What follows belongs to an exercise in optimizing a design on an open flow for small area, a short achievable clock period and few clock cycles; a production flow would make more cautious choices.
Function was checked by simulation only, so behaviour that the tests miss may differ from the original.

== the baseline ==
// fu64
module fu64 (
    input  wire        clk,
    input  wire        rst,
    input  wire        flush,
    input  wire        in_valid,
    output wire        in_ready,
    input  wire [4:0]  in_op,
    input  wire [63:0] in_a,
    input  wire [63:0] in_b,
    input  wire [19:0] in_imm,
    input  wire [63:0] in_pc,
    output wire        out_valid,
    input  wire        out_ready,
    output wire [63:0] out_result,
    output wire        out_taken,
    output wire        out_fault,
    output wire        out_div0
);
==> flow/config.mk <==
export PLATFORM = sky130hd
export DESIGN_NAME = fu64
export DESIGN_NICKNAME = fu64
export VERILOG_FILES = /design/flow/design.v
export SDC_FILE = /design/flow/constraint.sdc
export NUM_CORES = 4
export LEC_CHECK = 0
export CAP_MARGIN = 20
export CORE_MARGIN = 2
export CORE_UTILIZATION = 35
export PLACE_DENSITY = 0.55
export SETUP_SLACK_MARGIN = 5
export SLEW_MARGIN = 20
export TNS_END_PERCENT = 0
==> flow/constraint.sdc <==
create_clock -name core_clock -period 9.0 [get_ports {clk}]
set_input_delay 1.8000 -clock core_clock [delete_from_list [all_inputs] [get_ports {clk}]]
set_output_delay 1.8000 -clock core_clock [all_outputs]
set_load 0.01 [all_outputs]
run.sh (not shown) runs the stock make flow with config.mk's settings and CLKGATE_MAP_FILE= SYNTH_SCRIPT=/design/flow/synth_recipe.tcl, a recipe that flattens the netlist after the stock synthesis.
Testbench counts of the baseline, summed over its fixed seeds: cycles 17,679.
> inputs changed (the baseline -> the candidate)
--- a/flow/design.v
+++ b/flow/design.v
@@ -41,41 +41,14 @@
             3'd5: lo = nb[17:15];
             3'd6: lo = nb[20:18];
             default: lo = nb[23:21];
         endcase
     end
     assign n = (~|nz) ? 7'd64 : {1'b0, hi, lo};
 endmodule
-module fu64_add64 (
-    input  wire [63:0] a,
-    input  wire [63:0] b,
-    input  wire        ci,
-    output wire [63:0] s,
-    output wire        co,
-    output wire [63:0] px,       
-    output wire [63:0] gx        
-);
-    wire [63:0] p0 = a ^ b;
-    wire [63:0] g0 = (a & b) | {63'd0, p0[0] & ci};
-    assign px = p0;
-    assign gx = a & b;
-    wire [63:0] g1 = g0 | (p0 & {g0[62:0], 1'b0});
-    wire [63:0] p1 = p0 & {p0[62:0], 1'b1};
-    wire [63:0] g2 = g1 | (p1 & {g1[61:0], 2'b0});
-    wire [63:0] p2 = p1 & {p1[61:0], 2'b11};
-    wire [63:0] g3 = g2 | (p2 & {g2[59:0], 4'b0});
-    wire [63:0] p3 = p2 & {p2[59:0], 4'hf};
-    wire [63:0] g4 = g3 | (p3 & {g3[55:0], 8'b0});
-    wire [63:0] p4 = p3 & {p3[55:0], 8'hff};
-    wire [63:0] g5 = g4 | (p4 & {g4[47:0], 16'b0});
-    wire [63:0] p5 = p4 & {p4[47:0], 16'hffff};
-    wire [63:0] g6 = g5 | (p5 & {g5[31:0], 32'b0});
-    assign s  = p0 ^ {g6[62:0], ci};
-    assign co = g6[63];
-endmodule
 module fu64 (
     input  wire        clk,
     input  wire        rst,
     input  wire        flush,
     input  wire        in_valid,
     output wire        in_ready,
     input  wire [4:0]  in_op,
@@ -157,30 +130,27 @@
     wire [63:0] a_in  = i_jal ? in_pc : (mul_swap ? in_b : in_a);
     wire [63:0] b_in  = i_imm ? imm64 :
                         i_lui ? {imm64[51:0], 12'd0} :
                         i_jal ? 64'd4 :
                         mul_swap ? in_a : {in_b[63:1], in_b[0] | (i_div && i_bz)};
     wire [63:0] add_x = add_zx ? 64'd0 : A;
     wire [63:0] add_y = add_sub ? ~B : B;
-    wire [64:0] sum;
-    wire [63:0] add_p, add_g;
-    fu64_add64 u_add (.a(add_x), .b(add_y), .ci(add_sub), .s(sum[63:0]), .co(sum[64]),
-                      .px(add_p), .gx(add_g));
-    wire [63:0] log_res = (add_p & {64{l_x}}) | (add_g & {64{l_g}});
+    wire [64:0] sum   = {1'b0, add_x} + {1'b0, add_y} + {64'd0, add_sub};
+    wire [63:0] log_res = ((A ^ B) & {64{l_x}}) | ((A & B) & {64{l_g}});
     function [63:0] rev64(input [63:0] v);
         integer i;
         for (i = 0; i < 64; i = i + 1) rev64[i] = v[63 - i];
     endfunction
     wire [63:0] sh_src = s_algn ? rev64(B) : (sh_left ? rev64(A) : A);
     wire [5:0]  sh_amt = s_algn ? lz_d[5:0] : B[5:0];
     wire        sh_fill = sh_arith && A[63];
     wire [127:0] sh_ext = {{64{sh_fill}}, sh_src} >> sh_amt;
     wire [63:0] sh_r   = sh_ext[63:0];
     wire [63:0] sh_res = (sh_left || s_algn) ? rev64(sh_r) : sh_r;
-    wire        br_eq = &add_p;
+    wire        br_eq = (A == B);
     wire        br_lt = (A[63] != B[63]) ? A[63] : sum[63];
     wire        br_tk = (brt == 2'd0) ? br_eq :
                         (brt == 2'd1) ? !br_eq :
                         (brt == 2'd2) ? br_lt : !br_lt;
     wire [13:0] tl_t  = {1'b0, P[12:0]} + {1'b0, I, 1'b0};
     wire [13:0] tl_n  = {1'b0, P[12:0]} + 14'd4;
     wire [50:0] th    = P[63:13];
@@ -203,19 +173,15 @@
     wire [5:0] bsel_nx = booth2(B[7:3]);
     wire [63:0] A2   = {A[62:0], 1'b0};
     wire [63:0] pp0  = (({64{one0}} & A) | ({64{two0}} & A2)) ^ {64{neg0}};
     wire [63:0] m1   = ({64{one1}} & A) | ({64{two1}} & A2);
     wire [63:0] pp1  = {m1[61:0], 2'b00} ^ {64{neg1}};
     wire [63:0] cs_s = P ^ pp0 ^ pp1;
     wire [63:0] cs_c = {(P[62:0] & pp0[62:0]) | (P[62:0] & pp1[62:0]) | (pp0[62:0] & pp1[62:0]), neg1};
-    wire [63:0] mul_acc;
-    wire        mul_co;
-    wire [63:0] mul_p, mul_g;
-    fu64_add64 u_cpa (.a(cs_s), .b(cs_c), .ci(neg0), .s(mul_acc), .co(mul_co),
-                      .px(mul_p), .gx(mul_g));
+    wire [63:0] mul_acc = cs_s + cs_c + {63'd0, neg0};
     wire        mul_last_nx = (&B[63:7]) || (~|B[63:7]);
     wire        mul_last_in = (&b_in[63:3]) || (~|b_in[63:3]);
     wire        ovf    = d_signed && (A == 64'h8000000000000000) && (&B);
     wire [6:0]  lz_a, lz_b;
     fu64_lzc64 u_lza (.x(A), .n(lz_a));
     fu64_lzc64 u_lzb (.x(B), .n(lz_b));
     wire [6:0]  lz_d = lzq_b - lzq_a;
==> comparison <==
Final worst hold slack: the candidate worse than the baseline. Against the baseline, final critical-path setup slack in the candidate came out better. Of the baseline and the candidate, the baseline shows the higher shortest period the worst path allows, with the candidate below it. Length of routed wiring on met1, the baseline and the candidate: larger value in the candidate. Looking only at register-to-register slack, and setting everything else aside, the lower value of the baseline and the candidate goes to the baseline. ~same share of the core filled with cells in the final layout in the baseline and the candidate. The pin count of the biggest net entering global routing in the candidate sits 11 below the value recorded for the baseline.
Testbench counts of the candidate, summed over its fixed seeds: cycles 17,679.

afterwards: timing with drivers on the ports:
The flow's constraints put no driver on any port. The routed layouts listed below were extracted and timed again, unchanged, in two steps.
Step 1: set_driving_cell puts a clkbuf_16 on clk and a buf_2 on each other input, an assumption about the parent block.
Step 2 times the ports against the registers' clock, not the clock port: input delays grow and output delays shrink by t, the midpoint of the rising clock arrivals with the driver on.
Slacks: ideal / step 1 / step 2; pairs: ideal / step 1.
| run | t (ns) | slack for setup (ns) | hold slack, ns | worst setup path after step 2 |
|---|---|---|---|---|
| the baseline | 0.759 | 3.280 / 3.280 / 2.718 | 0.470 / 0.470 / 0.470 | input to register |
| the candidate | 0.740 | 3.353 / 3.353 / 2.736 | 0.462 / 0.462 / 0.462 | input to register |
After both steps setup and hold are still met in every run listed. For the candidate, which loses most, drivers alone change the setup slack by 0.000 ns; drivers and shift together by -0.617 ns.
